This design comes from an exercise in tuning for small area, a short achievable clock period and few clock cycles on the open sky130 flow, not from production work.
Function was checked by simulation only, so behaviour that the tests miss may differ from the original.
No activity file was given, so power comes from the tool's default toggle rates.

## flow/run.sh

```bash
#!/bin/bash
# synth_recipe.tcl (not shown) runs the flow's synth.tcl, then flattens the netlist and writes it again
# the make line also repeats each setting of config.mk as NAME=value (left out here)
make -C /OpenROAD-flow-scripts/flow DESIGN_CONFIG=/design/flow/config.mk WORK_HOME=/design/flow/orfs CLKGATE_MAP_FILE= SYNTH_SCRIPT=/design/flow/synth_recipe.tcl finish
```

## flow/config.mk

```make
export PLATFORM = sky130hd
export DESIGN_NAME = l1ado_core
export DESIGN_NICKNAME = l1ado_core
export VERILOG_FILES = /design/flow/design.v
export SDC_FILE = /design/flow/constraint.sdc
export NUM_CORES = 4
export LEC_CHECK = 0
export CAP_MARGIN = 20
export CORE_MARGIN = 2
export CORE_UTILIZATION = 40
export SETUP_SLACK_MARGIN = 3
export SLEW_MARGIN = 20
export SYNTH_HIERARCHICAL = 1
```

## flow/constraint.sdc

```tcl
create_clock -name core_clock -period 10.0 [get_ports {clk}]
set_input_delay 2.0000 -clock core_clock [delete_from_list [all_inputs] [get_ports {clk}]]
set_output_delay 2.0000 -clock core_clock [all_outputs]
set_load 0.01 [all_outputs]
```

## flow/design.v

```verilog
module l1ado_core (
    input  wire        clk,
    input  wire        rst,         
    input  wire        ld_we,
    input  wire [7:0]  ld_addr,
    input  wire [7:0]  ld_data,
    input  wire [7:0]  mem_raddr,
    output wire [7:0]  mem_rdata,
    input  wire        start,
    input  wire [7:0]  start_pc,
    input  wire        cap_en,
    input  wire [15:0] cap,
    output reg         busy,
    output reg         done,
    output reg  [1:0]  reason,      
    output wire [7:0]  pc,
    output wire [7:0]  acc,
    output wire [15:0] icount,
    output wire        in_req,
    input  wire        in_valid,
    input  wire [7:0]  in_data,
    output wire        out_valid,
    output wire [7:0]  out_data
);
    localparam [1:0] R_HALTED = 2'd1, R_CAPPED = 2'd2, R_FAULT = 2'd3;
    reg [2047:0] mem;
    function [7:0] alu;
        input [1:0] m;
        input [7:0] x, y;
        case (m)
            2'd0: alu = x + y;
            2'd1: alu = x - y;
            default: alu = ~(x & y);
        endcase
    endfunction
    function is_op;
        input [7:0] o;
        case (o)
            8'h00, 8'h10, 8'h11, 8'h12, 8'h20, 8'h21, 8'h22,
            8'h40, 8'h41, 8'h48, 8'h49, 8'h60, 8'h61, 8'h62,
            8'hC0, 8'hC1, 8'hC8, 8'hC9, 8'hE0, 8'hE1, 8'hE2: is_op = 1'b1;
            default: is_op = 1'b0;
        endcase
    endfunction
    reg [7:0]  a_r, pc_r;
    reg [15:0] icnt, capm1;
    reg        cap_en_r, cap0_r;
    reg        ov_r, end_r;
    reg [7:0]  od_r;
    reg [7:0]  fa_r;           
    reg [6:0]  fe_r;           
    reg        iv_r;           
    reg [7:0]  op_r, k_r, ip_r;
    reg        ind2_r;         
    reg        fres_r;         
    reg        ws_r;           
    reg [7:0]  wa_r;           
    reg  [1023:0] mem_e, mem_o;
    integer bi;
    always @(*)
        for (bi = 0; bi < 128; bi = bi + 1) begin
            mem_e[bi*8 +: 8] = mem[(2*bi)*8 +: 8];
            mem_o[bi*8 +: 8] = mem[(2*bi+1)*8 +: 8];
        end
    wire [7:0] b_e, b_o;
    l1ado_rd128 u_rde (.d(mem_e), .a(fe_r),      .y(b_e));
    l1ado_rd128 u_rdo (.d(mem_o), .a(fa_r[7:1]), .y(b_o));
    wire [7:0] op_f = fa_r[0] ? b_o : b_e;
    wire [7:0] k_f  = fa_r[0] ? b_e : b_o;
    wire [7:0] pa   = busy ? k_r : mem_raddr;
    wire [7:0] mc;
    l1ado_rd256 u_rdc (.d(mem), .a(pa), .y(mc));
    wire e_imm  = ~op_r[6] & ~op_r[4];                   
    wire e_jmp  = op_r[4];                               
    wire e_ind  = op_r[7];
    wire e_st   = op_r[3];                               
    wire e_in   = op_r[3] & op_r[0];                     
    wire e_out  = op_r[6] & ~op_r[5] & ~op_r[3] & op_r[0];   
    wire e_wa   = ~op_r[4] & ~op_r[3] & ~(op_r[6] & ~op_r[5] & op_r[0]);  
    wire e_ok   = is_op(op_r);
    wire e_cond = (op_r[1:0] == 2'd0) | (op_r[0] & a_r[7]) | (op_r[1] & (a_r == 8'd0));
    wire e_tk   = e_jmp & e_cond;
    wire stale   = ws_r & ((wa_r == ip_r) | (wa_r == ip_r + 8'd1));
    wire e_first = e_ind & ~e_st & ~ind2_r;              
    wire e_wait  = e_in & ~in_valid;
    wire e_act   = busy & iv_r & ~cap0_r & e_ok & ~stale;
    wire e_fin   = e_act & ~e_first & ~e_wait;           
    wire [7:0] src   = e_imm ? k_r : mc;
    wire [7:0] a_new = op_r[5] ? alu(op_r[1:0], a_r, src) : src;
    wire [7:0] npc   = e_tk ? k_r : ip_r + 8'd2;
    wire       cap_last = cap_en_r & (icnt == capm1);
    wire       stop_h = e_fin & (npc == 8'd0);
    wire       stop_c = e_fin & ~stop_h & cap_last;
    wire       stop_f = busy & iv_r & ~cap0_r & ~e_ok & ~stale;
    wire       stop   = stop_h | stop_c | stop_f | (busy & cap0_r);
    wire [7:0] w_addr = ~busy ? ld_addr : (e_ind ? mc : k_r);
    wire [7:0] w_data = ~busy ? ld_data : (e_in ? in_data : a_r);
    wire       w_ex   = e_act & e_st & ~e_wait;
    wire       w_en   = (~busy & ld_we) | w_ex;
    wire       mispr  = e_fin & e_tk & ~fres_r & ~e_jmp_uncond;
    wire       e_jmp_uncond = (op_r[1:0] == 2'd0);
    wire       flush  = mispr;
    wire       adv    = busy & ~end_r & ~stop & ~stale & (~iv_r | e_fin);
    wire       f_jmp  = (op_f == 8'h10);
    wire       f_br   = (op_f == 8'h11) | (op_f == 8'h12);
    wire       f_res  = f_br & ~(iv_r & e_wa);           
    wire       f_cond = (op_f[0] & a_r[7]) | (op_f[1] & (a_r == 8'd0));
    wire       f_tk   = f_jmp | (f_res & f_cond);
    integer wi;
    always @(posedge clk) begin
        for (wi = 0; wi < 256; wi = wi + 1)
            if (w_en && w_addr == wi) mem[wi*8 +: 8] <= w_data;
    end
    always @(posedge clk) begin
        ov_r <= 1'b0;
        ws_r <= w_ex;
        wa_r <= w_addr;
        if (rst) begin
            busy  <= 1'b0;
            done  <= 1'b0;
            end_r <= 1'b0;
        end else if (!busy) begin
            if (start) begin
                busy     <= 1'b1;
                done     <= 1'b0;
                end_r    <= 1'b0;
                pc_r     <= start_pc;
                fa_r     <= start_pc;
                fe_r     <= start_pc[7:1] + {6'd0, start_pc[0]};
                iv_r     <= 1'b0;
                ind2_r   <= 1'b0;
                a_r      <= 8'd0;
                icnt     <= 16'd0;
                capm1    <= cap - 16'd1;
                cap_en_r <= cap_en;
                cap0_r   <= cap_en & (cap == 16'd0);
            end
        end else if (end_r) begin
            busy <= 1'b0;
            done <= 1'b1;
        end else begin
            if (e_act) begin
                if (e_wa & ~e_first) a_r <= a_new;
                if (e_out & ~e_first) begin
                    ov_r <= 1'b1;
                    od_r <= mc;
                end
                if (e_first) begin
                    ind2_r <= 1'b1;
                    k_r    <= mc;
                end
            end
            if (e_fin) begin
                pc_r   <= npc;
                icnt   <= icnt + 16'd1;
                ind2_r <= 1'b0;
                iv_r   <= 1'b0;
            end
            if (stop) begin
                if (stop_h) reason <= R_HALTED;
                else if (stop_f) reason <= R_FAULT;
                else reason <= R_CAPPED;
                if (stop_f) pc_r <= ip_r + 8'd1;
                if (e_out & ~e_first & e_fin) begin
                    end_r <= 1'b1;
                end else begin
                    busy <= 1'b0;
                    done <= 1'b1;
                end
            end
            if (stale) begin
                iv_r <= 1'b0;
                fa_r <= ip_r;
                fe_r <= ip_r[7:1] + {6'd0, ip_r[0]};
            end else if (flush) begin
                if (mispr) begin
                    fa_r <= k_r;
                    fe_r <= k_r[7:1] + {6'd0, k_r[0]};
                end
            end else if (adv) begin
                iv_r   <= 1'b1;
                op_r   <= op_f;
                k_r    <= k_f;
                ip_r   <= fa_r;
                fres_r <= f_res;
                if (f_tk) begin
                    fa_r <= k_f;
                    fe_r <= k_f[7:1] + {6'd0, k_f[0]};
                end else begin
                    fa_r <= fa_r + 8'd2;
                    fe_r <= fe_r + 7'd1;
                end
            end
        end
    end
    assign mem_rdata = mc;
    assign pc        = pc_r;
    assign acc       = a_r;
    assign icount    = icnt;
    assign in_req    = ~end_r & e_act & e_in;
    assign out_valid = ov_r;
    assign out_data  = od_r;
endmodule
module l1ado_rd128 (
    input  wire [1023:0] d,
    input  wire [6:0]    a,
    output wire [7:0]    y
);
    wire [511:0] l1;
    wire [127:0] l2;
    wire [31:0]  l3;
    genvar i;
    generate
        for (i = 0; i < 64; i = i + 1) begin : g1
            assign l1[i*8 +: 8] = a[0] ? d[(2*i+1)*8 +: 8] : d[(2*i)*8 +: 8];
        end
        for (i = 0; i < 16; i = i + 1) begin : g2
            assign l2[i*8 +: 8] = l1[(4*i + a[2:1])*8 +: 8];
        end
        for (i = 0; i < 4; i = i + 1) begin : g3
            assign l3[i*8 +: 8] = l2[(4*i + a[4:3])*8 +: 8];
        end
    endgenerate
    assign y = l3[a[6:5]*8 +: 8];
endmodule
module l1ado_rd256 (
    input  wire [2047:0] d,
    input  wire [7:0]    a,
    output wire [7:0]    y
);
    wire [511:0] l1;
    wire [127:0] l2;
    wire [31:0]  l3;
    genvar i;
    generate
        for (i = 0; i < 64; i = i + 1) begin : g1
            assign l1[i*8 +: 8] = d[(4*i + a[1:0])*8 +: 8];
        end
        for (i = 0; i < 16; i = i + 1) begin : g2
            assign l2[i*8 +: 8] = l1[(4*i + a[3:2])*8 +: 8];
        end
        for (i = 0; i < 4; i = i + 1) begin : g3
            assign l3[i*8 +: 8] = l2[(4*i + a[5:4])*8 +: 8];
        end
    endgenerate
    assign y = l3[a[7:6]*8 +: 8];
endmodule
```

==> summary.txt, run 1 <==
Synth Area in Simple Gates = 3.49%
Flops & latches, synth = 2,163
Residual DRC count = 0
Compound-gate portion of the synthesized area = 3.86%
Area growth syn-to-layout = 16.3%
Max H-tree Level = 4
Crit-path slowest cell = nor3_2
Initial antenna violation count = 15
Synth top cells by count = 2,150 x edfxtp_1, 1,091 x mux4_2, 375 x nor2_1, 243 x mux2i_1, 186 x nand2_1
Post-synthesis instance total = 5,509
Synth area leaders = edfxtp_1 62%, mux4_2 24%, mux2i_1 2.3%
First-pass GRT wire length = 514 mm
Total GRT Usage = 28.0%
Root buffer cell = clkbuf_16
Startpoint types = primary input
Worst r2r dst = mem[121]
Synth Area in Adders = 0.284%
Via density per instance = 6.71
HP Class = flop to flop
Critical path type = primary input to output pin
Antenna-violating nets left = 0
Worst-path clk slew = 0.06 ns
Worst EP arrival = 5.19 ns
DP HPWL = 243 mm
Ys async rst share = 0%
Mapped cell area = 104,000 µm²
Die Footprint = 264,000 µm²
Top_reg_cell synth = edfxtp_1
Worst path required time = 8.00 ns
Post-synth EDFFs = 2,150
Layout cells sized above 1 = 36.2%
Wire per inst = 39.2 µm
Status = no timing/DRC/antenna violations
CP Launch Point = mem_raddr[3]
Global route overflow = 0
DR vias = 64,200
GP Congestion = 1.00
Setup violators final = 0
Worst R2R Setup Slack = 3.21 ns
I/O pins = 116
Net Count, Synth = 5,594
Crit path capture = mem_rdata[4]
Yosys cell types = 88
Iteration-0 DRC Markers = 11,400
Largest family of logic cells by synthesized area = multiplexers
Cts bufs inserted = 224
Post-synthesis mux area share = 26.5%
Fin worst setup slack = 2.81 ns
DP Cell Count = 9,030
IO Port Bufs = 115
Largest net degree at the start of global routing = 212
CTS tree = built
Max-Cap Viols = 0
Tmin final = 7.19 ns
Crit share post-route = 71.9%
Critical Path Max Stage Delay = 0.43 ns
Hold Buf Count CTS = 0
P per Cell Area = 194 nW/µm²
Drt total wl = 376 mm
Top cell type's share of synthesized area = 62.2%
Core area = 259,000 µm²
Starting Density = 40.1%
YS warnings = 7
Worst R2R Start = busy
Clock Latency Late Sink = 0.92 ns
Final hold viol count = 0
Critical path capture point type = output pin
Buffers from clock root to sink, at most = 4
LEAKAGE = 0.0384 µW
Synth Area in XOR/XNOR = 0.920%
RSZ-0062 raised after global routing = true
FMAX = 139 MHz
Most frequent cell after synthesis = edfxtp_1
Syn Area/Cell = 18.8 µm²
Maximum VDD drop = 180 µV
Die height = 513 µm
Synth area leader = edfxtp_1
Crit path max fanout = 19
Vias in the first global route = 62,000
Final net count = 6,076
Most frequent CP cell = buf_4
Final Non-Filler Cells = 9,574
Site row count = 187
Worst Clk Skew = 0.0663 ns
Overall power = 23,400 µW
Worst Tran Pin Value = 1.31 ns
Crit path cell chain = clkbuf_4, mux2_8, buf_4, buf_8, or2_2, o22ai_1, or3_1, nand4_1, o32ai_2, nor3_2, buf_4, buf_2
Pre-CTS setup slack = 0.810 ns
Register area share after synthesis = 62.4%
Slew HR = 12.9%
CTS sink cnt = 2,163
Worst reg2reg path depth = 19
Max Slew Vio Count = 0
Hold path startpoint = fa_r[5]
DIE WIDTH = 513 µm
TritonRoute pass-1 iters = 15
area by class of cell:
type | instances | area, µm²
Fill cell | 21500 | 138000
Multi-Input combinational cell | 2898 | 37600
Clock inverter | 131 | 1380
Tap cell | 3402 | 4260
Antenna cell | 16 | 40.0
Inverter | 26 | 101
Clock buffer | 260 | 5740
Sequential cell | 2163 | 64800
Timing Repair Buffer | 678 | 6830
placed cells by master, fill, tap and decap left out, types with 52 or more instances in the layout:
cell             count
nand2_1            176
a21oi_1             95
xnor2_1             52
nor2_1             364
xor2_1              57
mux4_2            1091
edfxtp_1          2150
mux2i_1            240
clkdlybuf4s50_1    101
buf_4              456
clkbuf_16          226
a22oi_1            128
report_power, final:
part	switching, µW	internal, µW
clock network	3620	4780
registers	86.3	10300
logic	2900	1750
total	6610	16800
timing repair:
item	in CTS	in global routing
setup endpoints to repair	2063	65
buffers inserted	77	28
pin swaps	33	17
gates resized for setup	249	57
gates cloned	27	2
registers in the layout (all words and copies together) (netlist names), 2 cells and up:
name / cells
k_r: 8
op_r: 8
fe_r: 7
mem: 2048
ip_r: 8
capm1: 16
od_r: 8
reason: 2
a_r: 8
icnt: 16
wa_r: 8
pc_r: 8
fa_r: 8
modules after synthesis (local to each module, per instance):
module | copies in the design | flip-flops and latches | cell area [µm²] | cells
l1ado_core | 1 | 2163 | 71100 | 3252
l1ado_rd128 | 2 | 0 | 8010 | 420
l1ado_rd256 | 1 | 0 | 16700 | 1417
stage by stage:
stage	cell area (µm²)	TNS [ns]	utilization, %	hold slack [ns]
3_3_place_gp	111000	0	42.8	0.439
2_1_floorplan	104000	-260.90	-	0.421
5_1_grt	121000	0	46.7	0.468
4_1_cts	120000	0	46.4	0.466
3_5_place_dp	111000	0	42.8	0.448
6_report	121000	0	46.7	0.484
kinds of logic (layout without fill, tap and decap cells):
| family | Yosys count | after routing |
|---|---|---|
| AND/OR/NAND/NOR | 808 | 810 |
| XOR/XNOR | 109 | 109 |
| adder cells (fa/ha/maj) | 23 | 23 |
| flip-flops | 2163 | 2163 |
| multiplexers | 1377 | 1385 |
| other | 0 | 16 |
| buffers and inverters | 458 | 1095 |
| AO/OA/AOI/OAI | 571 | 571 |
per-layer routing:
layer / track usage [%] / wire length [µm] / up-vias
met4: 12.5 / 19900 / 10
met5: 0 / 83 / -
met2: 41.5 / 166000 / 4940
li1: - / - / 24400
met1: 38.2 / 139000 / 34000
met3: 8.54 / 51600 / 793
worst max-delay path, delay by kind of cell:
kind | cells | cell delay, ns
simple gates | 4 | 1.58
buf+inv | 5 | 0.95
compound gates | 2 | 0.33
mux | 1 | 0.28
how the worst min path moves through the flow:
| stage | endpoint | cells after the start |
|---|---|---|
| after floorplan | ip_r[0] | 0 |
| after global placement | ip_r[5] | 0 |
| after detailed placement | ip_r[5] | 0 |
| after CTS | ip_r[5] | 0 |
| after global routing | ip_r[5] | 0 |
| final | ip_r[5] | 0 |
Testbench counts, summed over its fixed seeds: cycles 32,500.
==> run 2, diff against run 1 <==
--- a/flow/design.v
+++ b/flow/design.v
@@ -229,19 +229,22 @@
     output wire [7:0]    y
 );
-    wire [511:0] l1;
-    wire [127:0] l2;
-    wire [31:0]  l3;
-    genvar i;
+    wire [3:0] p0 = 4'b0001 << a[1:0];
+    wire [3:0] p1 = 4'b0001 << a[3:2];
+    wire [3:0] p2 = 4'b0001 << a[5:4];
+    wire [3:0] p3 = 4'b0001 << a[7:6];
+    wire [255:0] sel;
+    genvar g;
     generate
-        for (i = 0; i < 64; i = i + 1) begin : g1
-            assign l1[i*8 +: 8] = d[(4*i + a[1:0])*8 +: 8];
-        end
-        for (i = 0; i < 16; i = i + 1) begin : g2
-            assign l2[i*8 +: 8] = l1[(4*i + a[3:2])*8 +: 8];
-        end
-        for (i = 0; i < 4; i = i + 1) begin : g3
-            assign l3[i*8 +: 8] = l2[(4*i + a[5:4])*8 +: 8];
+        for (g = 0; g < 256; g = g + 1) begin : s
+            assign sel[g] = p0[g % 4] & p1[(g / 4) % 4] & p2[(g / 16) % 4] & p3[g / 64];
         end
     endgenerate
-    assign y = l3[a[7:6]*8 +: 8];
+    reg [7:0] r;
+    integer i;
+    always @(*) begin
+        r = 8'd0;
+        for (i = 0; i < 256; i = i + 1)
+            r = r | ({8{sel[i]}} & d[i*8 +: 8]);
+    end
+    assign y = r;
 endmodule
==> run 2 against run 1 <==
The run now fails in global routing; synthesized cell count up 16%; synthesized area shrank 1.2%.
==> summary.txt, run 2 <==
Pre-CTS setup slack = 0.0341 ns (-0.776 ns)
Total GRT Usage = 72.4%
CTS sink cnt = 2,163 (unchanged)
Site row count = 185 (-1.1%)
IO Port Bufs = 115 (unchanged)
Starting Density = 40.3% (+0.18 points)
Vias in the first global route = 94,900
Syn Area/Cell = 16.1 µm² (-15%)
Failing step = global routing
Post-synthesis instance total = 6,373 (+16%)
Die height = 510 µm (-0.58%)
Synth area leader = edfxtp_1
Synth area leaders = edfxtp_1 63%, mux4_2 15%, a22oi_1 2.3%
I/O pins = 116 (unchanged)
Top cell type's share of synthesized area = 62.9% (+0.73 points)
Mapped cell area = 103,000 µm² (-1.2%)
Net Count, Synth = 6,458 (+15%)
YS warnings = 8 (+1)
Cts bufs inserted = 227 (+1.3%)
Flops & latches, synth = 2,163 (unchanged)
Placed Instance Area = 115,000 µm² (+4.0%)
Status = aborted with a tool error
Buffers from clock root to sink, at most = 3 (-1)
Synth top cells by count = 2,150 x edfxtp_1, 672 x mux4_2, 421 x nor2_1, 417 x nand3_1, 313 x a22oi_1
First-pass GRT wire length = 1190 mm
DIE WIDTH = 510 µm (-0.58%)
Hold Buf Count CTS = 0 (unchanged)
Register area share after synthesis = 63.2% (+0.73 points)
Root buffer cell = clkbuf_16
Most frequent cell after synthesis = edfxtp_1
Top_reg_cell synth = edfxtp_1
Err = [ERROR GRT-0116] Global routing finished with congestion. Check the congestion regions in the DRC Viewer.
Post-synth EDFFs = 2,150 (unchanged)
DP HPWL = 707 mm (+190%)
Global route overflow = 187
Largest net degree at the start of global routing = 150
Yosys cell types = 101 (+15%)
Ys async rst share = 0% (unchanged)
GP Congestion = 1.37 (+36%)
Max H-tree Level = 4 (unchanged)
==> run 2: cell types whose count changed after synthesis, sizes merged, moves of 34 or more <==
cell / delta
a32oi: +202
a22oi: +172
mux4: -419
nor2: +43
and3: +78
nor4: +35
a222oi: +40
clkbuf: +82
nand3: +366
a21oi: -71
mux2i: -103
nand4: +143
a32o: +34
==> run 2: kinds of logic after synthesis <==
group	after synthesis	synth area share, %
flops	2163	63.2
xor+xnor	103	0.879
buf+inv	551	2.59
simple gates	1588	8.20
fa+ha+maj	23	0.288
compound gates	1086	8.23
mux	859	16.6
==> run 2: per-layer routing <==
| metal | overflow | global-route usage [%] |
|---|---|---|
| met5 | 0 | 34.9 |
| met3 | 0 | 62.2 |
| met2 | 115 | 83.8 |
| met4 | 72 | 66.4 |
| met1 | 0 | 74.9 |
==> run 2: worst max path at each step <==
stage | start | to | depth (start not counted)
3_5_place_dp | mem_raddr[5] | a_r[5] | 25
2_1_floorplan | mem_raddr[7] | a_r[5] | 22
3_3_place_gp | mem_raddr[5] | a_r[6] | 28
4_1_cts | mem_raddr[6] | mem_rdata[0] | 16
==> run 2: modules after synthesis, one instance, submodules excluded <==
module | flip-flops and latches | area [µm²] | cells
l1ado_rd256 | 0 | 15600 | 2325
l1ado_core | 2163 | 71000 | 3208
l1ado_rd128 | 0 | 8010 | 420
==> run 2: power groups by stage <==
stage                     clock (µW)  combinational [µW]  sequential, µW
after CTS                       8950                4790           10400
after detailed placement           0                4360           10600
after global placement             0                4360           10600
after floorplan                    0                1920           10600
==> run 2: repair_timing <==
action	in CTS
endpoints found under the setup margin	2064
setup buffers	228
cloned	30
gates resized for setup	638
pin swaps	126
==> run 2: per-stage QoR <==
stage               power, µW  std cells
floorplan               12500       6373
global placement        15000      10300
detailed placement      15000      10300
CTS                     24200      11000
Testbench counts of run 2, summed over its fixed seeds: cycles 32,500.
==> run 3, diff against run 2 <==
--- a/flow/design.v
+++ b/flow/design.v
@@ -53,5 +53,4 @@
     reg [7:0]  op_r, k_r, ip_r;
     reg        ind2_r;         
-    reg        fres_r;         
     reg        ws_r;           
     reg [7:0]  wa_r;           
@@ -64,8 +63,12 @@
         end
     wire [7:0] b_e, b_o;
-    l1ado_rd128 u_rde (.d(mem_e), .a(fe_r),      .y(b_e));
-    l1ado_rd128 u_rdo (.d(mem_o), .a(fa_r[7:1]), .y(b_o));
-    wire [7:0] op_f = fa_r[0] ? b_o : b_e;
-    wire [7:0] k_f  = fa_r[0] ? b_e : b_o;
+    wire       f_rd = iv_r & e_tk;                  
+    wire [7:0] fa_c = ~busy ? start_pc : f_rd ? k_r : fa_r;
+    wire [6:0] fe_c = ~busy ? start_pc[7:1] + {6'd0, start_pc[0]} :
+                      f_rd  ? k_r[7:1] + {6'd0, k_r[0]} : fe_r;
+    l1ado_rd128 u_rde (.d(mem_e), .a(fe_c),      .y(b_e));
+    l1ado_rd128 u_rdo (.d(mem_o), .a(fa_c[7:1]), .y(b_o));
+    wire [7:0] op_f = fa_c[0] ? b_o : b_e;
+    wire [7:0] k_f  = fa_c[0] ? b_e : b_o;
     wire [7:0] pa   = busy ? k_r : mem_raddr;
     wire [7:0] mc;
@@ -98,13 +101,5 @@
     wire       w_ex   = e_act & e_st & ~e_wait;
     wire       w_en   = (~busy & ld_we) | w_ex;
-    wire       mispr  = e_fin & e_tk & ~fres_r & ~e_jmp_uncond;
-    wire       e_jmp_uncond = (op_r[1:0] == 2'd0);
-    wire       flush  = mispr;
     wire       adv    = busy & ~end_r & ~stop & ~stale & (~iv_r | e_fin);
-    wire       f_jmp  = (op_f == 8'h10);
-    wire       f_br   = (op_f == 8'h11) | (op_f == 8'h12);
-    wire       f_res  = f_br & ~(iv_r & e_wa);           
-    wire       f_cond = (op_f[0] & a_r[7]) | (op_f[1] & (a_r == 8'd0));
-    wire       f_tk   = f_jmp | (f_res & f_cond);
     integer wi;
     always @(posedge clk) begin
@@ -126,7 +121,10 @@
                 end_r    <= 1'b0;
                 pc_r     <= start_pc;
-                fa_r     <= start_pc;
-                fe_r     <= start_pc[7:1] + {6'd0, start_pc[0]};
-                iv_r     <= 1'b0;
+                iv_r     <= 1'b1;
+                op_r     <= op_f;
+                k_r      <= k_f;
+                ip_r     <= start_pc;
+                fa_r     <= fa_c + 8'd2;
+                fe_r     <= fe_c + 7'd1;
                 ind2_r   <= 1'b0;
                 a_r      <= 8'd0;
@@ -173,22 +171,11 @@
                 fa_r <= ip_r;
                 fe_r <= ip_r[7:1] + {6'd0, ip_r[0]};
-            end else if (flush) begin
-                if (mispr) begin
-                    fa_r <= k_r;
-                    fe_r <= k_r[7:1] + {6'd0, k_r[0]};
-                end
             end else if (adv) begin
                 iv_r   <= 1'b1;
                 op_r   <= op_f;
                 k_r    <= k_f;
-                ip_r   <= fa_r;
-                fres_r <= f_res;
-                if (f_tk) begin
-                    fa_r <= k_f;
-                    fe_r <= k_f[7:1] + {6'd0, k_f[0]};
-                end else begin
-                    fa_r <= fa_r + 8'd2;
-                    fe_r <= fe_r + 7'd1;
-                end
+                ip_r   <= fa_c;
+                fa_r   <= fa_c + 8'd2;
+                fe_r   <= fe_c + 7'd1;
             end
         end
@@ -229,22 +216,19 @@
     output wire [7:0]    y
 );
-    wire [3:0] p0 = 4'b0001 << a[1:0];
-    wire [3:0] p1 = 4'b0001 << a[3:2];
-    wire [3:0] p2 = 4'b0001 << a[5:4];
-    wire [3:0] p3 = 4'b0001 << a[7:6];
-    wire [255:0] sel;
-    genvar g;
+    wire [511:0] l1;
+    wire [127:0] l2;
+    wire [31:0]  l3;
+    genvar i;
     generate
-        for (g = 0; g < 256; g = g + 1) begin : s
-            assign sel[g] = p0[g % 4] & p1[(g / 4) % 4] & p2[(g / 16) % 4] & p3[g / 64];
+        for (i = 0; i < 64; i = i + 1) begin : g1
+            assign l1[i*8 +: 8] = d[(4*i + a[1:0])*8 +: 8];
+        end
+        for (i = 0; i < 16; i = i + 1) begin : g2
+            assign l2[i*8 +: 8] = l1[(4*i + a[3:2])*8 +: 8];
+        end
+        for (i = 0; i < 4; i = i + 1) begin : g3
+            assign l3[i*8 +: 8] = l2[(4*i + a[5:4])*8 +: 8];
         end
     endgenerate
-    reg [7:0] r;
-    integer i;
-    always @(*) begin
-        r = 8'd0;
-        for (i = 0; i < 256; i = i + 1)
-            r = r | ({8{sel[i]}} & d[i*8 +: 8]);
-    end
-    assign y = r;
+    assign y = l3[a[7:6]*8 +: 8];
 endmodule
==> run 3 against run 2 <==
Now clean on timing, DRC and antenna; synthesized cell count fell by 14%; synthesized area grew 0.97%.
==> summary.txt, run 3 <==
Status = no timing/DRC/antenna violations
Clock Latency Late Sink = 0.90 ns
Post-synthesis instance total = 5,480 (-14%)
Die Footprint = 263,000 µm²
Largest regs = mem x2048, capm1 x16, icnt x16
Via density per instance = 6.75
I/O pins = 116 (unchanged)
Yosys cell types = 88 (-13%)
Initial antenna violation count = 26
Most frequent cells in the layout = 2,149 x edfxtp_1, 1,091 x mux4_2, 489 x buf_4
CTS tree = built
P per Cell Area = 338 nW/µm²
Top_reg_cell synth = edfxtp_1
Layout cells sized above 1 = 37.9%
Net Count, Synth = 5,564 (-14%)
Global route overflow = 0
Post-synth EDFFs = 2,149 (-0.047%)
Worst path required time = 8.00 ns
DP Cell Count = 9,005 (-13%)
DP HPWL = 248 mm (-65%)
Commonest non-fill, non-tap cell in the layout = edfxtp_1
HP Class = flop to flop
Final net count = 6,106
Worst Tran Pin Value = 1.24 ns
Mapped cell area = 104,000 µm² (+0.97%)
Drt total wl = 383 mm
First-pass GRT wire length = 526 mm
YS warnings = 7 (-1)
Startpoint types = primary input
Core area = 257,000 µm²
Flops & latches, synth = 2,162 (-0.046%)
Worst-path clk slew = 0.06 ns
Vias in the first global route = 62,400
CTS sink cnt = 2,162 (-0.046%)
Site row count = 186 (+0.54%)
Max H-tree Level = 4 (unchanged)
Register area share after synthesis = 62.5% (-0.64 points)
Setup violators final = 0
Die height = 513 µm (+0.48%)
Slew HR = 17.4%
GP Congestion = 0.968 (-29%)
Maximum VDD drop = 377 µV
Root buffer cell = clkbuf_16
Crit path max fanout = 12
Syn Area/Cell = 18.9 µm² (+17%)
Max-Cap Viols = 0
LEAKAGE = 0.0391 µW
Final hold viol count = 0
DR vias = 64,700
Final Non-Filler Cells = 9,593
Critical path capture point type = output pin
Starting Density = 40.3% (about the same)
FMAX = 140 MHz
TritonRoute pass-1 iters = 8
Critical path type = primary input to output pin
Residual DRC count = 0
Top cell type's share of synthesized area = 62.3% (-0.63 points)
Total GRT Usage = 28.8%
Top reg by flops = mem
DIE WIDTH = 513 µm (+0.48%)
Worst Clk Skew = 0.0407 ns
Buffers from clock root to sink, at most = 3 (unchanged)
Cts bufs inserted = 215 (-5.3%)
Max reg flops = 2,048
Max Slew Vio Count = 0
Wire per inst = 40.0 µm
Synth top cells by count = 2,149 x edfxtp_1, 1,091 x mux4_2, 390 x nor2_1, 247 x mux2i_1, 181 x nand2_1
RSZ-0062 raised after global routing = true
Setup tns final = 0 ns
Worst EP arrival = 5.15 ns
Iteration-0 DRC Markers = 11,700
Largest net degree at the start of global routing = 216
Area growth syn-to-layout = 17.6%
Ys async rst share = 0% (unchanged)
Synth area leader = edfxtp_1
IO Port Bufs = 115 (unchanged)
Most frequent cell after synthesis = edfxtp_1
Crit share post-route = 71.5%
Tmin final = 7.15 ns
Synth area leaders = edfxtp_1 62%, mux4_2 24%, mux2i_1 2.4%
Antenna-violating nets left = 0
run 3: repair_timing:
| action | in CTS | in global routing |
|---|---|---|
| pin swaps | 57 | 27 |
| hold buffers | 0 | 0 |
| gates cloned | 32 | 2 |
| setup buffers | 117 | 31 |
| endpoints found under the setup margin | 2058 | 8 |
| resized for setup | 313 | 61 |
run 3: Yosys stat by module (local to each module, per instance):
module	copies in the design	cell area [µm²]	flip-flops and latches
l1ado_core	1	70900	2162
l1ado_rd128	2	8010	0
l1ado_rd256	1	16700	0
run 3: kinds of logic after synthesis:
group,Yosys count,synth area share (%)
adders and majority gates,22,0.273
AOI/OAI and AO/OA,562,3.82
buffers and inverters,456,2.53
xor gates and xnor gates,102,0.862
DFF,2162,62.5
and+or+nand+nor,795,3.40
muxes,1381,26.6
run 3: through the flow:
stage               cell area, µm²  power, µW  hold slack [ns]  util (%)  setup slack (ns)
finish                      122000      41200            0.551      47.4              2.85
global route                122000      41800            0.598      47.4              2.85
CTS                         121000      40300            0.551      47.1              2.92
detailed placement          111000      30300            0.542      43.1             0.919
global placement            111000      30300            0.531      43.1             0.598
floorplan                   104000      22900            0.550         -              3.12
run 3: cell type report:
cell class / instances / area, µm²
clock buffer: 263 / 5670
antenna: 9 / 22.5
clock inverter: 132 / 1380
multi-input combinational: 2871 / 37900
sequential: 2162 / 64800
inverter: 31 / 133
fill: 21100 / 135000
tap: 3384 / 4230
timing repair buffer: 741 / 7750
run 3: layer usage:
metal	up-vias	track usage [%]	part of all wire, %
met1	34000	39.6	36
met3	884	8.29	14
met2	5344	42.9	44
met5	-	0	0.042
met4	22	12.2	5.4
li1	24500	-	-
run 3: worst paths after layout:
path / endpoint / slack [ns] / from / depth (start not counted)
setup reg to reg: a_r[7] / 3.28 / busy / 25
hold reg to reg: done / 0.55 / done / 2
hold / removal: done / 0.55 / done / 2
setup / recovery: mem_rdata[3] / 2.85 / mem_raddr[0] / 15
run 3: power by group:
group | switching [µW] | total, µW | internal [µW] | leakage (µW)
sequential | 361 | 12000 | 11600 | 0.0194
combinational | 12800 | 20900 | 8050 | 0.0163
clock | 3620 | 8290 | 4670 | 0.00343
run 3: worst max-delay path, cell delays in order:
cell,delay (ns)
buf_12,0.10
mux2_8,0.34
buf_12,0.17
buf_16,0.13
buf_6,0.13
buf_12,0.15
mux4_2,0.55
mux4_2,0.52
nand2_2,0.10
o41ai_2,0.08
nor3_2,0.33
nor4_4,0.08
buf_4,0.17
buf_6,0.13
buf_2,0.14
Testbench counts of run 3, summed over its fixed seeds: cycles 31,929.
==> run 4, diff against run 3 <==
--- a/flow/design.v
+++ b/flow/design.v
@@ -53,4 +53,7 @@
     reg [7:0]  op_r, k_r, ip_r;
     reg        ind2_r;         
+    reg        hit_r;          
+    reg        pt_v;
+    reg [7:0]  pt_tag, pt_val;
     reg        ws_r;           
     reg [7:0]  wa_r;           
@@ -71,5 +74,5 @@
     wire [7:0] op_f = fa_c[0] ? b_o : b_e;
     wire [7:0] k_f  = fa_c[0] ? b_e : b_o;
-    wire [7:0] pa   = busy ? k_r : mem_raddr;
+    wire [7:0] pa   = ~busy ? mem_raddr : hit_r ? pt_val : k_r;
     wire [7:0] mc;
     l1ado_rd256 u_rdc (.d(mem), .a(pa), .y(mc));
@@ -85,5 +88,5 @@
     wire e_tk   = e_jmp & e_cond;
     wire stale   = ws_r & ((wa_r == ip_r) | (wa_r == ip_r + 8'd1));
-    wire e_first = e_ind & ~e_st & ~ind2_r;              
+    wire e_first = e_ind & ~e_st & ~ind2_r & ~hit_r;              
     wire e_wait  = e_in & ~in_valid;
     wire e_act   = busy & iv_r & ~cap0_r & e_ok & ~stale;
@@ -124,4 +127,6 @@
                 op_r     <= op_f;
                 k_r      <= k_f;
+                hit_r    <= 1'b0;
+                pt_v     <= 1'b0;
                 ip_r     <= start_pc;
                 fa_r     <= fa_c + 8'd2;
@@ -147,4 +152,7 @@
                     ind2_r <= 1'b1;
                     k_r    <= mc;
+                    pt_v   <= 1'b1;
+                    pt_tag <= k_r;
+                    pt_val <= mc;
                 end
             end
@@ -167,4 +175,5 @@
                 end
             end
+            if (w_ex && w_addr == pt_tag) pt_val <= w_data;
             if (stale) begin
                 iv_r <= 1'b0;
@@ -175,4 +184,5 @@
                 op_r   <= op_f;
                 k_r    <= k_f;
+                hit_r  <= pt_v & (k_f == pt_tag) & op_f[7] & ~op_f[3];
                 ip_r   <= fa_c;
                 fa_r   <= fa_c + 8'd2;
--- a/flow/config.mk
+++ b/flow/config.mk
@@ -8,5 +8,6 @@
 export CAP_MARGIN = 20
 export CORE_MARGIN = 2
-export CORE_UTILIZATION = 40
+export CORE_UTILIZATION = 55
+export CTS_BUF_LIST = sky130_fd_sc_hd__clkbuf_4 sky130_fd_sc_hd__clkbuf_8
 export SETUP_SLACK_MARGIN = 3
 export SLEW_MARGIN = 20
==> run 4 against run 3 <==
Utilization increased by 18 points; cell count fell by 6.6%; global-route usage rose by 12 points; wire length is 2.5% higher; combinational power down 63%; critical path type unchanged.
==> summary.txt, run 4 <==
Global route overflow = 0 (unchanged)
Die Footprint = 193,000 µm² (-27%)
Worst Clk Skew = 0.0853 ns (+0.0447 ns)
IO Port Bufs = 115 (unchanged)
Critical path type = primary input to output pin
Final instance area = 122,000 µm² (+0.50%)
Core area = 188,000 µm² (-27%)
Mapped cell area = 104,000 µm² (+0.73%)
Wire per inst = 43.9 µm (+9.8%)
Max H-tree Level = 5 (+1)
Root buffer cell = clkbuf_8
Worst-path clk slew = 0.06 ns (about the same)
Crit share post-route = 72.9% (+1.5 points)
Final Non-Filler Cells = 8,957 (-6.6%)
Min-Delay Path Depth = 2 (unchanged)
Largest regs = mem x2048, capm1 x16, icnt x16
Crit path cell chain = buf_8, nor2_4, a21oi_4, buf_12, buf_16, buf_16, buf_12, mux4_2, mux4_2, a211oi_4, nor4_4, buf_12, buf_4, buf_6
Hold Buf Count CTS = 0 (unchanged)
Worst reg2reg path depth = 21 (-16%)
Delay-heaviest family, CP = buffers and inverters
DP HPWL = 252 mm (+1.5%)
Most frequent CP cell = buf_12
TritonRoute pass-1 iters = 6 (-2)
Top_reg_cell synth = edfxtp_1
Iteration-0 DRC Markers = 10,600 (-9.2%)
Critical path capture point type = output pin
Most frequent cells in the layout = 2,167 x edfxtp_1, 1,091 x mux4_2, 408 x buf_4
Max Slew Vio Count = 0 (unchanged)
I/O pins = 116 (unchanged)
LEAKAGE = 0.0398 µW (+1.7%)
Crit-path slowest cell = mux4_2
Area growth syn-to-layout = 17.3%
Worst Tran Pin Value = 1.21 ns (-0.0256 ns)
Maximum VDD drop = 161 µV (-57%)
Status = no timing/DRC/antenna violations
YS warnings = 7 (unchanged)
Setup violators final = 0 (unchanged)
Flops & latches, synth = 2,180 (+0.83%)
Via density per instance = 7.37 (+9.2%)
Most frequent cell after synthesis = edfxtp_1
Cts bufs inserted = 376 (+75%)
Synth area leader = edfxtp_1
Placed Instance Area = 110,000 µm² (-0.29%)
Clock Latency Late Sink = 1.16 ns (+0.26 ns)
Residual DRC count = 0 (unchanged)
Worst R2R Setup Slack = 3.14 ns (-0.14 ns)
Final hold viol count = 0 (unchanged)
Max-Cap Viols = 0 (unchanged)
Register area share after synthesis = 62.6% (+0.065 points)
Die height = 440 µm (-14%)
Post-synth EDFFs = 2,167 (+0.84%)
Antenna-violating nets left = 0 (unchanged)
Tmin final = 7.29 ns (+0.146 ns)
Worst path required time = 8.00 ns (about the same)
Buffers from clock root to sink, at most = 4 (+1)
Crit path max fanout = 7 (-5)
Max reg flops = 2,048 (unchanged)
Fin worst setup slack = 2.71 ns (-0.146 ns)
Yosys cell types = 92 (+4.5%)
Ys async rst share = 0% (unchanged)
Fill cells = 13,000 (-38%)
DP Cell Count = 8,092 (-10%)
Worst EP arrival = 5.29 ns (+0.14 ns)
WP buf/inv = 8 (unchanged)
Critical Path Max Stage Delay = 0.57 ns (+0.02 ns)
Layout cells sized above 1 = 41.7% (+3.8 points)
Total GRT Usage = 40.9% (+12 points)
Post-synthesis instance total = 5,496 (+0.29%)
GP Congestion = 0.974 (+0.66%)
Commonest non-fill, non-tap cell in the layout = edfxtp_1
WP depth = 14 (-1)
Starting Density = 55.5% (+15 points)
Syn Area/Cell = 19.0 µm² (+0.44%)
CTS tree = built
Setup tns final = 0 ns (unchanged)
Startpoint types = primary input
Synth top cells by count = 2,167 x edfxtp_1, 1,091 x mux4_2, 395 x nor2_1, 256 x mux2i_1, 160 x clkbuf_1
Initial antenna violation count = 30 (+15%)
Vias in the first global route = 63,900 (+2.3%)
P per Cell Area = 215 nW/µm² (-36%)
Net Count, Synth = 5,579 (+0.27%)
DR vias = 66,000 (+2.0%)
RSZ-0062 raised after global routing = true
FMAX = 137 MHz (-2.0%)
DIE WIDTH = 440 µm (-14%)
Drt total wl = 393 mm (+2.5%)
First-pass GRT wire length = 534 mm (+1.5%)
CTS sink cnt = 2,180 (+0.83%)
Minimum hold slack = 0.563 ns (+0.0120 ns)
Final net count = 6,252 (+2.4%)
HP Class = flop to flop
Top reg by flops = mem
Synth area leaders = edfxtp_1 62%, mux4_2 24%, mux2i_1 2.5%
Pre-CTS setup slack = 0.291 ns (-0.629 ns)
Site row count = 159 (-15%)
Largest net degree at the start of global routing = 168 (-22%)
Slew HR = 18.9% (+1.5 points)
Top cell type's share of synthesized area = 62.4% (+0.067 points)
## run 4: cell count changes after synthesis, sizes merged, moves of 6 or more
cell | previous run | this run
xor2 | 47 | 65
nand2 | 182 | 143
o21ai | 42 | 48
mux2i | 247 | 256
nand3 | 51 | 68
edfxtp | 2149 | 2167
## run 4: worst paths after layout
path,start,to
hold reg to reg,end_r,end_r
hold / removal,end_r,end_r
setup / recovery,mem_raddr[0],mem_rdata[1]
setup reg to reg,busy,mem[340]
## run 4: tightest hold or removal path, cell delays in order, from the launching register on
cell     delay (ns)
dfxtp_1        0.38
nand2_1        0.08
a21oi_1        0.05
## run 4: final cells by class
cell class              instances  area, µm²  share of cell area (%)
clock inverters               144        928                   0.758
clock buffers                 507       6190                    5.05
well taps                    2495       3120                    2.55
multi-input cells            2866      38500                    31.4
flip-flops and latches       2180      65300                    53.4
diodes                         20       50.0                  0.0409
inverters                      29        120                  0.0981
repair buffers                716       8230                    6.72
## run 4: layer usage
| layer | up-vias | wire, µm | GRT usage [%] |
|---|---|---|---|
| met5 | - | 249 | 0 |
| met4 | 36 | 22600 | 19.9 |
| met3 | 950 | 57600 | 13.6 |
| met2 | 5490 | 172000 | 58.6 |
| met1 | 34600 | 140000 | 56.7 |
| li1 | 24900 | - | - |
## run 4: through the flow
step                      util (%)  power [µW]
final                         65.1       26300
after global routing          65.0       26800
after CTS                     64.7       26000
after detailed placement      58.7       17400
after global placement        58.7       17300
after floorplan                  -       14600
## run 4: power breakdown
group,internal [µW],switching [µW]
Clock,4280,3740
Sequential,10500,97.7
Combinational,3010,4680
Total,17800,8520
## run 4: modules after synthesis, one instance, submodules excluded
| module | cell area (µm²) | cells inside | copies in the design |
|---|---|---|---|
| l1ado_core | 71600 | 3239 | 1 |
| l1ado_rd256 | 16700 | 1417 | 1 |
| l1ado_rd128 | 8010 | 420 | 2 |
## run 4: timing repair
item / 4_1_cts / 5_1_grt
buffers inserted: 135 / 24
gates cloned: 32 / 3
gates resized for setup: 428 / 110
hold endpoints to repair: 0 / 0
setup endpoints to repair: 2079 / 631
pin swaps: 64 / 30
## run 4: cells by family after synthesis
logic type      after synthesis  synth area share, %
flops                      2180                 62.6
mux                        1388                 26.4
xor+xnor                    118                0.990
compound gates              564                 3.85
simple gates                773                 3.42
buf+inv                     452                 2.44
fa+ha+maj                    21                0.259
Testbench counts of run 4, summed over its fixed seeds: cycles 29,239.
==> run 5, diff against run 4 <==
--- a/flow/design.v
+++ b/flow/design.v
@@ -74,5 +74,6 @@
     wire [7:0] op_f = fa_c[0] ? b_o : b_e;
     wire [7:0] k_f  = fa_c[0] ? b_e : b_o;
-    wire [7:0] pa   = ~busy ? mem_raddr : hit_r ? pt_val : k_r;
+    wire [7:0] ea   = hit_r ? pt_val : k_r;          
+    wire [7:0] pa   = ~busy ? mem_raddr : ea;
     wire [7:0] mc;
     l1ado_rd256 u_rdc (.d(mem), .a(pa), .y(mc));
@@ -88,6 +89,6 @@
     wire e_tk   = e_jmp & e_cond;
     wire stale   = ws_r & ((wa_r == ip_r) | (wa_r == ip_r + 8'd1));
-    wire e_first = e_ind & ~e_st & ~ind2_r & ~hit_r;              
-    wire e_wait  = e_in & ~in_valid;
+    wire e_first = e_ind & ~ind2_r & ~hit_r;             
+    wire e_wait  = e_in & ~in_valid & ~e_first;
     wire e_act   = busy & iv_r & ~cap0_r & e_ok & ~stale;
     wire e_fin   = e_act & ~e_first & ~e_wait;           
@@ -100,7 +101,7 @@
     wire       stop_f = busy & iv_r & ~cap0_r & ~e_ok & ~stale;
     wire       stop   = stop_h | stop_c | stop_f | (busy & cap0_r);
-    wire [7:0] w_addr = ~busy ? ld_addr : (e_ind ? mc : k_r);
+    wire [7:0] w_addr = ~busy ? ld_addr : ea;
     wire [7:0] w_data = ~busy ? ld_data : (e_in ? in_data : a_r);
-    wire       w_ex   = e_act & e_st & ~e_wait;
+    wire       w_ex   = e_act & e_st & ~e_first & ~e_wait;
     wire       w_en   = (~busy & ld_we) | w_ex;
     wire       adv    = busy & ~end_r & ~stop & ~stale & (~iv_r | e_fin);
@@ -184,5 +185,5 @@
                 op_r   <= op_f;
                 k_r    <= k_f;
-                hit_r  <= pt_v & (k_f == pt_tag) & op_f[7] & ~op_f[3];
+                hit_r  <= pt_v & (k_f == pt_tag) & op_f[7];
                 ip_r   <= fa_c;
                 fa_r   <= fa_c + 8'd2;
@@ -195,5 +196,5 @@
     assign acc       = a_r;
     assign icount    = icnt;
-    assign in_req    = ~end_r & e_act & e_in;
+    assign in_req    = ~end_r & e_act & e_in & ~e_first;
     assign out_valid = ov_r;
     assign out_data  = od_r;
--- a/flow/config.mk
+++ b/flow/config.mk
@@ -8,6 +8,7 @@
 export CAP_MARGIN = 20
 export CORE_MARGIN = 2
-export CORE_UTILIZATION = 55
-export CTS_BUF_LIST = sky130_fd_sc_hd__clkbuf_4 sky130_fd_sc_hd__clkbuf_8
+export CORE_UTILIZATION = 40
+export CTS_CLUSTER_DIAMETER = 60
+export CTS_CLUSTER_SIZE = 40
 export SETUP_SLACK_MARGIN = 3
 export SLEW_MARGIN = 20
==> run 5 against run 4 <==
Clock power is 16% lower; die area is 38% higher; cell area is 2.0% lower; power is 10% lower; utilization is 19 points lower; sequential power hardly changed; non-clock buffer count is 188 lower; via count is 3.4% lower; critical path depth is 3 lower; register-to-register slack worse by 0.10 ns; synthesized area is 0.35% higher; sequential cell count stayed put; critical endpoint is now mem_rdata[4].
==> summary.txt, run 5 <==
Status = no timing/DRC/antenna violations
Die Footprint = 266,000 µm² (+38%)
Site row count = 187 (+18%)
Setup tns final = 0 ns (unchanged)
Drt total wl = 389 mm (-1.1%)
IO Port Bufs = 115 (unchanged)
I/O pins = 116 (unchanged)
Worst Tran Pin Value = 1.34 ns (+0.123 ns)
Register area share after synthesis = 62.4% (-0.22 points)
Buffers from clock root to sink, at most = 3 (-1)
Compound-gate portion of the synthesized area = 3.92% (+0.076 points)
CTS tree = built
Core area = 260,000 µm² (+38%)
Largest regs = mem x2048, capm1 x16, icnt x16
First-pass GRT wire length = 527 mm (-1.4%)
Critical Path Max Stage Delay = 0.64 ns (+0.07 ns)
Post-synth EDFFs = 2,167 (unchanged)
HP Class = flop to flop
Layout cells sized above 1 = 35.7% (-6.0 points)
Pre-CTS setup slack = 0.974 ns (+0.684 ns)
Antenna-violating nets left = 0 (unchanged)
Top cell type's share of synthesized area = 62.1% (-0.21 points)
Crit path cell chain = buf_2, o21a_4, buf_12, buf_6, bufbuf_16, mux4_2, o21ai_0, nor3_2, nor3_2, nor4_4, buf_2
Mapped cell area = 105,000 µm² (+0.35%)
FMAX = 140 MHz (+2.1%)
Worst Clk Skew = 0.0329 ns (-0.0525 ns)
Largest net degree at the start of global routing = 193 (+15%)
Most frequent cell after synthesis = edfxtp_1
Commonest non-fill, non-tap cell in the layout = edfxtp_1
Fin worst setup slack = 2.85 ns (+0.147 ns)
Crit share post-route = 71.5% (-1.5 points)
P per Cell Area = 197 nW/µm² (-8.3%)
Delay-heaviest family, CP = buffers and inverters
Cts bufs inserted = 145 (-61%)
Post-synthesis mux area share = 26.3% (-0.13 points)
Synth area leader = edfxtp_1
Residual DRC count = 0 (unchanged)
Via density per instance = 6.80 (-7.7%)
Critical path capture point type = output pin
Critical path type = primary input to output pin
DP HPWL = 246 mm (-2.2%)
Util after Layout = 46.1% (-19 points)
Root buffer cell = clkbuf_16
RSZ-0062 raised after global routing = true
Maximum VDD drop = 232 µV (+44%)
Initial antenna violation count = 24 (-20%)
Most frequent cells in the layout = 2,167 x edfxtp_1, 1,091 x mux4_2, 341 x nor2_1
WP buf/inv = 5 (-3)
Synth Area in Adders = 0.258% (-0.00089 points)
DR vias = 63,800 (-3.4%)
Post-synthesis instance total = 5,500 (+0.073%)
Syn Area/Cell = 19.0 µm² (+0.27%)
CTS sink cnt = 2,180 (unchanged)
Net Count, Synth = 5,583 (+0.072%)
Iteration-0 DRC Markers = 10,900 (+3.1%)
Clock Latency Late Sink = 0.87 ns (-0.29 ns)
Yosys cell types = 99 (+7.6%)
Worst EP arrival = 5.15 ns (-0.14 ns)
Starting Density = 40.3% (-15 points)
Startpoint types = primary input
Worst-path clk slew = 0.09 ns (+0.03 ns)
Synth top cells by count = 2,167 x edfxtp_1, 1,091 x mux4_2, 365 x nor2_1, 248 x mux2i_1, 152 x clkbuf_1
Max-Cap Viols = 0 (unchanged)
Ys async rst share = 0% (unchanged)
Top_reg_cell synth = edfxtp_1
Hold Buf Count CTS = 0 (unchanged)
TritonRoute pass-1 iters = 8 (+2)
Max Slew Vio Count = 0 (unchanged)
Area growth syn-to-layout = 14.5%
Max H-tree Level = 4 (-1)
Crit-path slowest cell = nor4_4
Total GRT Usage = 28.9% (-12 points)
Crit path max fanout = 17 (+10)
Setup violators final = 0 (unchanged)
Wire per inst = 41.5 µm (-5.5%)
Global route overflow = 0 (unchanged)
Worst path required time = 8.00 ns (about the same)
Flops & latches, synth = 2,180 (unchanged)
Vias in the first global route = 61,400 (-4.0%)
Minimum hold slack = 0.562 ns (-0.000563 ns)
Largest family of logic cells by synthesized area = multiplexers
Top reg by flops = mem
GP Congestion = 0.971 (-0.30%)
Overall power = 23,600 µW (-10%)
LEAKAGE = 0.0373 µW (-6.2%)
Synth Area in XOR/XNOR = 0.962% (-0.028 points)
Final net count = 5,830 (-6.7%)
Tmin final = 7.15 ns (-0.147 ns)
DIE WIDTH = 516 µm (+17%)
Max reg flops = 2,048 (unchanged)
Die height = 516 µm (+17%)
Synth Area in Simple Gates = 3.57% (+0.15 points)
Final hold viol count = 0 (unchanged)
Synth area leaders = edfxtp_1 62%, mux4_2 23%, mux2i_1 2.4%
YS warnings = 7 (unchanged)
Slew HR = 10.8% (-8.1 points)
run 5: logic make-up after synthesis:
family | after synthesis
flip-flops | 2180
AND/OR/NAND/NOR | 757
adder cells (fa/ha/maj) | 21
AO/OA/AOI/OAI | 576
multiplexers | 1383
buffers and inverters | 468
XOR/XNOR | 115
run 5: Yosys stat by module (local to each module, per instance):
module,cells,cell area [µm²],flops+latches
l1ado_core,3243,72000,2180
l1ado_rd128,420,8010,0
l1ado_rd256,1417,16700,0
run 5: final timing paths:
path	startpoint	end	slack [ns]	cells past startpoint
worst min register to register	end_r	end_r	0.56	2
worst max register to register	busy	mem[1575]	3.04	9
worst max-delay path	mem_raddr[1]	mem_rdata[4]	2.85	11
worst min-delay path	end_r	end_r	0.56	2
run 5: cell type report:
cell class,count,area (µm²)
antenna,10,25.0
inverter,37,150
sequential,2180,65300
clock buffer,157,3790
timing repair buffer,528,6660
tap,3496,4370
multi-input combinational,2855,38300
fill,21600,140000
clock inverter,113,1360
run 5: what timing repair did:
action / CTS / global route
gates resized for setup: 362 / 69
endpoints found under the setup margin: 1180 / 824
pin swaps: 68 / 34
cloned: 30 / 4
setup buffers: 130 / 42
run 5: layer usage:
| metal | part of all wire [%] | global-route usage, % |
|---|---|---|
| met1 | 36 | 39.3 |
| met3 | 14 | 8.96 |
| met5 | 0.032 | 0.548 |
| met2 | 44 | 42.4 |
| met4 | 5.2 | 13.2 |
run 5: metrics by stage:
stage	std cells	instance area [µm²]
2_1_floorplan	5500	105000
3_3_place_gp	8878	110000
3_5_place_dp	8881	110000
4_1_cts	9311	119000
5_1_grt	9367	120000
6_report	9376	120000
run 5: worst reg2reg max path: stages, from the launching register on:
cell      delay, ns
dfxtp_4        0.60
buf_4          0.59
clkinv_2       0.40
buf_4          0.36
nor3_1         0.39
and2_1         0.20
a21boi_2       0.51
a32o_2         0.99
nand4_4        1.03
nor2_1         1.47
run 5: report_power, final:
| part | internal, µW | switching (µW) | total [µW] |
|---|---|---|---|
| clock | 3160 | 3600 | 6760 |
| sequential | 10400 | 99.2 | 10500 |
| combinational | 2480 | 3890 | 6370 |
Testbench counts of run 5, summed over its fixed seeds: cycles 29,384.
==> run 6, diff against run 5 <==
--- a/flow/config.mk
+++ b/flow/config.mk
@@ -11,5 +11,5 @@
 export CTS_CLUSTER_DIAMETER = 60
 export CTS_CLUSTER_SIZE = 40
-export SETUP_SLACK_MARGIN = 3
+export SETUP_SLACK_MARGIN = 4
 export SLEW_MARGIN = 20
 export SYNTH_HIERARCHICAL = 1
==> run 6 against run 5 <==
Still clean; highest routed layer unchanged; die area unchanged; critical path depth increased by 3; non-clock buffer count increased by 123; maximum frequency increased by 0.98%; count of clock-buffer cells in the layout decreased by 4; cell count increased by 1.5%; utilization increased by 1.2 points.
==> summary.txt, run 6 <==
Syn Area/Cell = 19.0 µm² (unchanged)
Crit-path slowest cell = nor3_4
HP Class = flop to flop
Area growth syn-to-layout = 17.6%
Int Pwr = 16,500 µW (+2.7%)
Final hold viol count = 0 (unchanged)
Most frequent cells in the layout = 2,167 x edfxtp_1, 1,091 x mux4_2, 330 x nor2_1
RSZ-0062 raised after global routing = true
Wire per inst = 42.3 µm (+2.1%)
Worst R2R Start = hit_r
Critical Path Max Stage Delay = 0.53 ns (-0.11 ns)
Placed Instance Area = 110,000 µm² (-0.12%)
GR Util met3 = 9.52% (+0.56 points)
Core area = 260,000 µm² (unchanged)
Drt total wl = 403 mm (+3.6%)
FF+latch area = 65,300 µm² (unchanged)
Most frequent CP cell = buf_12
Worst Clk Skew = 0.0475 ns (+0.0146 ns)
Synth top cells by count = 2,167 x edfxtp_1, 1,091 x mux4_2, 365 x nor2_1, 248 x mux2i_1, 152 x clkbuf_1
Slew HR = 4.30% (-6.5 points)
Worst EP arrival = 5.08 ns (-0.07 ns)
Iteration-0 DRC Markers = 11,800 (+8.2%)
Status = no timing/DRC/antenna violations
Post-synthesis instance total = 5,500 (unchanged)
DIE WIDTH = 516 µm (unchanged)
Root buffer cell = clkbuf_16
Tmin final = 7.08 ns (-0.0695 ns)
GR Layer Usage met1 = 40.1% (+0.80 points)
Worst path required time = 8.00 ns (about the same)
Max reg flops = 2,048 (unchanged)
Critical path capture point type = output pin
Most crowded layer after global routing = met2
FMAX = 141 MHz (+0.98%)
I/O pins = 116 (unchanged)
Crit path max fanout = 20 (+3)
Crit share post-route = 70.8% (-0.70 points)
Seq pwr share = 42.9% (-1.5 points)
Max Slew Vio Count = 0 (unchanged)
Buffers from clock root to sink, at most = 3 (unchanged)
Vias in the first global route = 62,000 (+1.0%)
Clock network power share = 28.6% (about the same)
Min-Delay Endpoint = end_r
P per Cell Area = 198 nW/µm² (+0.79%)
Multi-input gate area = 39,100 µm² (+2.2%)
GP Congestion = 0.954 (-1.8%)
Startpoint types = primary input
Max H-tree Level = 4 (unchanged)
Die Footprint = 266,000 µm² (unchanged)
TritonRoute pass-1 iters = 7 (-1)
Clock Latency Late Sink = 0.88 ns (about the same)
Commonest non-fill, non-tap cell in the layout = edfxtp_1
Ys async rst share = 0% (unchanged)
Top reg by flops = mem
Mapped cell area = 105,000 µm² (unchanged)
Worst r2r dst = a_r[5]
Critical path type = primary input to output pin
Most frequent cell after synthesis = edfxtp_1
Min-Delay Path Depth = 2 (unchanged)
Grt met2 use = 43.4% (+0.98 points)
Layout cells sized above 1 = 38.8% (+3.1 points)
Die height = 516 µm (unchanged)
Largest regs = mem x2048, capm1 x16, icnt x16
Flops & latches, synth = 2,180 (unchanged)
Antenna-violating nets left = 0 (unchanged)
Top_reg_cell synth = edfxtp_1
YS warnings = 7 (unchanged)
Via density per instance = 6.87 (+1.0%)
Final instance area = 123,000 µm² (+2.7%)
DR vias = 65,400 (+2.5%)
Worst R2R Setup Slack = 3.75 ns (+0.71 ns)
Final net count = 5,958 (+2.2%)
Combinational share of power = 28.5% (+1.5 points)
Setup tns final = 0 ns (unchanged)
Global route overflow = 0 (unchanged)
Total GRT Usage = 29.6% (+0.73 points)
Synth area leader = edfxtp_1
Site row count = 187 (unchanged)
Residual DRC count = 0 (unchanged)
Cts bufs inserted = 146 (+0.69%)
Crit path cell chain = clkdlybuf4s50_1, o21a_4, buf_12, nor2_4, buf_12, buf_16, a22oi_2, nand2_1, a22o_1, nor3_4, nor3_4, buf_12, buf_8, buf_6
Maximum VDD drop = 152 µV (-34%)
Worst-path clk slew = 0.07 ns (-0.02 ns)
Hold path startpoint = end_r
Max-Cap Viols = 0 (unchanged)
Synth area leaders = edfxtp_1 62%, mux4_2 23%, mux2i_1 2.4%
Setup violators final = 0 (unchanged)
First-pass GRT wire length = 537 mm (+2.1%)
Worst Tran Pin Value = 1.44 ns (+0.0987 ns)
Largest net degree at the start of global routing = 201 (+4.1%)
CTS tree = built
Fill cells = 21,300 (-1.4%)
Starting Density = 40.3% (unchanged)
DP HPWL = 243 mm (-1.4%)
Net Count, Synth = 5,583 (unchanged)
Yosys cell types = 99 (unchanged)
Worst reg2reg path depth = 28 (+19)
Register area share after synthesis = 62.4% (unchanged)
LEAKAGE = 0.0386 µW (+3.4%)
Switch Pwr = 7980 µW (+5.2%)
Minimum hold slack = 0.561 ns (-0.000708 ns)
Top cell type's share of synthesized area = 62.1% (unchanged)
IO Port Bufs = 115 (unchanged)
Hold Buf Count CTS = 0 (unchanged)
CTS sink cnt = 2,180 (unchanged)
Initial antenna violation count = 24 (unchanged)
Sw frac = 32.7% (+0.53 points)
Post-synth EDFFs = 2,167 (unchanged)
## run 6: cell counts after synthesis
No cell type changed its count.
## run 6: metal layers
metal	vias up	wire length, µm
li1	24300	-
met1	34500	145000
met2	5650	176000
met3	906	58300
met4	16	23500
met5	-	117
## run 6: Yosys stat by module (local to each module, per instance)
module,times used,cells,flip-flops and latches,cell area [µm²]
l1ado_core,1,3243,2180,72000
l1ado_rd128,2,420,0,8010
l1ado_rd256,1,1417,0,16700
## run 6: final cells by class
class,count,share of cell area (%)
inverter,37,0.140
clock buffer,153,3.06
tap,3496,3.55
timing repair buffer,651,7.05
clock inverter,118,1.36
sequential,2180,53.1
antenna,21,0.0427
multi-input combinational,2859,31.7
## run 6: worst max path at each step
stage                  from           end  slack, ns
2_1_floorplan    in_data[0]        mem[0]       3.10
3_3_place_gp   mem_raddr[0]        a_r[7]       0.63
3_5_place_dp   mem_raddr[0]        a_r[7]       0.73
4_1_cts        mem_raddr[1]  mem_rdata[0]       3.09
5_1_grt        mem_raddr[0]  mem_rdata[0]       3.01
6_report       mem_raddr[4]  mem_rdata[0]       2.92
## run 6: logic make-up after synthesis
group	after synthesis	share of synthesized area (%)
flip-flops	2180	62.4
multiplexers	1383	26.3
AND/OR/NAND/NOR	757	3.57
AO/OA/AOI/OAI	576	3.92
buffers and inverters	468	2.59
XOR/XNOR	115	0.962
adder cells (fa/ha/maj)	21	0.258
## run 6: metrics by stage
stage / std cells / worst slack [ns] / util [%] / power (µW)
after global placement: 8865 / 0.635 / 42.3 / 16200
after global routing: 9497 / 3.01 / 47.4 / 24800
after CTS: 9416 / 3.09 / 46.8 / 24000
final: 9515 / 2.92 / 47.4 / 24400
after floorplan: 5500 / 3.10 / - / 14000
after detailed placement: 8869 / 0.731 / 42.3 / 16200
## run 6: critical path: cells and delay by family
family | cells | cell delay, ns
buffers and inverters | 7 | 1.43
AO/OA/AOI/OAI | 3 | 0.82
AND/OR/NAND/NOR | 4 | 0.78
## run 6: what timing repair did
| action | 4_1_cts | 5_1_grt |
|---|---|---|
| endpoints found under the setup margin | 1975 | 76 |
| pin swaps | 110 | 61 |
| buffers inserted | 218 | 66 |
| gates resized for setup | 553 | 114 |
| cloned | 58 | 12 |
## run 6: power groups by stage
stage                     Clock (µW)  Combinational, µW  Sequential, µW
final                           7000               6960           10500
after global routing            7300               7000           10500
after detailed placement           0               5470           10700
after global placement             0               5450           10700
after floorplan                    0               3280           10700
after CTS                       7010               6490           10500

-- afterwards: timing with drivers on the ports --
No port has a modelled driver above. Below, the same layouts with a new extraction and two added sets of constraints. Step 1: set_driving_cell puts a clkbuf_16 on clk and a buf_2 on each other input, an assumption about the parent block. Step 2 adds t to the input delays and takes it off the output delays; t is the mean of the earliest and latest rising clock arrival at the registers after step 1. Input paths then give back, and output paths get back, about the clock's delay inside the block. Slacks: ideal / step 1 / step 2; pairs: ideal / step 1.
run	t (ns)	setup WS [ns]	worst setup path at the end	clock arrival spread, ns	worst data-port slew with drivers (ns)
run 1	0.979	2.812 / 2.780 / 2.136	input to register	0.066 / 0.066	0.06
run 3	0.976	2.853 / 2.801 / 2.164	input to register	0.041 / 0.041	0.07
run 4	1.191	2.706 / 2.651 / 1.773	input to register	0.085 / 0.085	0.06
run 5	0.948	2.853 / 2.830 / 2.389	input to register	0.041 / 0.041	0.05
run 6	0.954	2.923 / 2.879 / 2.641	input to register	0.053 / 0.052	0.07
After both steps setup and hold are still met in every run listed. The setup slack of run 4, which loses most, moves by -0.055 ns with the drivers and by -0.933 ns with both steps.
